This is an optimization exercise on Yosys and OpenROAD, whose aim is small area, a short achievable clock period and few clock cycles, not a production implementation.
The RTL was checked by simulation tests, not by an equivalence proof against the original design.
Power and IR drop assume default switching activity.

rev 12:
// hlfc_tx
module hlfc_tx (
    input  wire        clk,
    input  wire        rst,
    input  wire        cmd_valid,
    output wire        cmd_ready,
    input  wire        cmd_write,
    input  wire [7:0]  cmd_unit,
    input  wire [3:0]  cmd_area,
    input  wire [7:0]  cmd_bank,
    input  wire [15:0] cmd_begin,
    input  wire [15:0] cmd_count,
    output wire        sts_valid,
    output wire [7:0]  sts_code,
    input  wire        wd_valid,
    output wire        wd_ready,
    input  wire [15:0] wd_data,
    output wire        tx_valid,
    input  wire        tx_ready,
    output wire [7:0]  tx_data,
    output wire        tx_last
);
    localparam [4:0] S_IDLE = 5'b000_00;
    localparam [4:0] S_AT   = 5'b000_01;    
    localparam [4:0] S_ATC  = 5'b100_01;    
    localparam [4:0] S_U1   = 5'b000_10;
    localparam [4:0] S_U0   = 5'b000_11;
    localparam [4:0] S_RW   = 5'b001_00;
    localparam [4:0] S_LET  = 5'b001_01;
    localparam [4:0] S_BK1  = 5'b001_10;
    localparam [4:0] S_BK0  = 5'b001_11;
    localparam [2:0] G_BG   = 3'b010;    
    localparam [2:0] G_DAT  = 3'b110;    
    localparam [2:0] G_CT   = 3'b011;    
    localparam [4:0] S_F1   = 5'b101_00;
    localparam [4:0] S_F0   = 5'b101_01;
  ...
Size: ~76 flip-flops, roughly 95 I/O pins, roughly 6000 um^2 of cells after synthesis.
clock: 12.0 ns
lec_check: 0
cap_margin: 20
core_margin: 2
core_utilization: 50
cts_buf_list: sky130_fd_sc_hd__clkbuf_8
slew_margin: 20
standard.sh (not shown) runs the stock make flow with config.mk's settings and CLKGATE_MAP_FILE= SYNTH_SCRIPT=/design/flow/synth_recipe.tcl, a recipe that flattens the netlist after the stock synthesis.
==> flow/flow/run.sh <==
#!/bin/bash
# Own layout flow: the standard ORFS flow (standard.sh), with two changes to how
# the layout is made:
#  - the port buffers that ORFS inserts on every input and output are buf_1 cells
#    instead of the default choice (a slow delay buffer);
#  - repair_timing (floorplan, CTS and global-route stages) works towards a setup
#    slack margin, so it sizes up the gates of paths that are far slower than they
#    need to be.
# The clock period, the SDC, synthesis, floorplan, power grid and tap cells are the
# standard flow's. Every tool's output goes to a log in this folder (and ORFS keeps
# its own per-step logs under orfs/logs).
set -euo pipefail
export BUFFER_PORTS_ARGS="-buffer_cell sky130_fd_sc_hd__buf_1"
export SETUP_SLACK_MARGIN="${OWN_SETUP_MARGIN:-8.4}"
bash standard.sh > standard_flow.log 2>&1
Testbench counts of rev 12, summed over its fixed seeds: cycles 65,848.
What rev 13 does differently from rev 12 at the input level:
-- flow/design.v --
<<< rev 12, line 170
    reg        wfull;           
    reg        wrdy;
    reg        wdec;            
    reg [3:0]  scnt;            
    reg        bad, unk;        
>>> rev 13, line 170
    reg        wfull;           
    reg        wrdy;
    reg [3:0]  scnt;            
    reg        bad, unk;        
<<< rev 12, line 290
            wfull <= 1'b0;
            wrdy  <= 1'b0;
            wdec  <= 1'b0;
            scnt  <= 4'd0;
            crdy  <= 1'b0;
>>> rev 13, line 289
            wfull <= 1'b0;
            wrdy  <= 1'b0;
            scnt  <= 4'd0;
            crdy  <= 1'b0;
<<< rev 12, line 306
                if (at2) begin
                    pn <= (stc[4:2] == G_CT) ? {ct[1:0], ct[15:14]} : {bg[1:0], bg[15:14]};
                    if (stc[4:2] == G_DAT)
                        last <= !more;
                end
            end
>>> rev 13, line 304
                if (at2) begin
                    pn <= (stc[4:2] == G_CT) ? {ct[1:0], ct[15:14]} : {bg[1:0], bg[15:14]};
                    if (stc[4:2] == G_DAT) begin
                        last <= !more;
                        {ct[11:0], ct[15:14]} <= wcnt_dec;
                    end
                end
            end
<<< rev 12, line 316
                pn    <= cmd_bank[3:0];
            end
            if (wd_fire)    
                {bg[13:10], bg[9:6], bg[5:2], bg[1:0], bg[15:14]} <= wd_data;
            wdec <= adv && at2 && (stc[4:2] == G_DAT);
            if (wdec)
                {ct[11:0], ct[15:14]} <= wcnt_dec;
            if (wd_fire) begin
                wfull <= 1'b1;
>>> rev 13, line 316
                pn    <= cmd_bank[3:0];
            end
            if (wrdy)    
                {bg[13:10], bg[9:6], bg[5:2], bg[1:0], bg[15:14]} <= wd_data;
            if (wd_fire) begin
                wfull <= 1'b1;
==> notes.md <==
Between rev 12 and rev 13, maximum frequency decreased.
Relative to rev 12, the count of filler cells inserted in the layout measured on rev 13 has increased by a few percent.
Number of global-route vias before repair of rev 13 exceeds that of rev 12 by a few percent.
Rev 13 against rev 12: clock transition at the registers of the reported paths barely changed; total number of vias climbed 352; floorplan row count climbed 2.6%.
Rev 13 ended up with a higher cell area than rev 12 did.
Rev 13 vs. rev 12: combinational group power went down, number of setup buffers added after CTS went up, routed wire length went up, maximum single-stage delay on the critical path went up, post-synthesis sequential area ratio went down.
As of rev 13, synthesized cell count had risen by a few percent compared to rev 12.
Testbench counts of rev 13, summed over its fixed seeds: cycles 65,848.

## re-timing with driven ports
The flow's constraints put no driver on any port. The routed layouts listed below were extracted and timed again, unchanged, in two steps.
Step 1 sets driving cells, clkbuf_16 on the clock port and buf_2 on the other inputs (assumed; they add their load-dependent delay and slew).
Step 2 moves the port delays by t, midway between the first and last clock arrival at a register: inputs arrive t later, outputs are due t later. That takes back most of the time a late clock gives input paths.
Slacks: no drivers / after step 1 / after step 2; pairs: no drivers / after step 1.
run	t, ns	setup WS [ns]	clock arrival spread, ns	worst slew at a driven data input, ns
rev 12	0.408	8.514 / 8.493 / 8.122	0.012 / 0.012	0.04
rev 13	0.405	8.428 / 8.423 / 8.018	0.006 / 0.006	0.04
After both steps every run listed still meets setup and hold. The setup slack of rev 13, which loses most, moves by -0.005 ns with the drivers and by -0.410 ns with both steps.
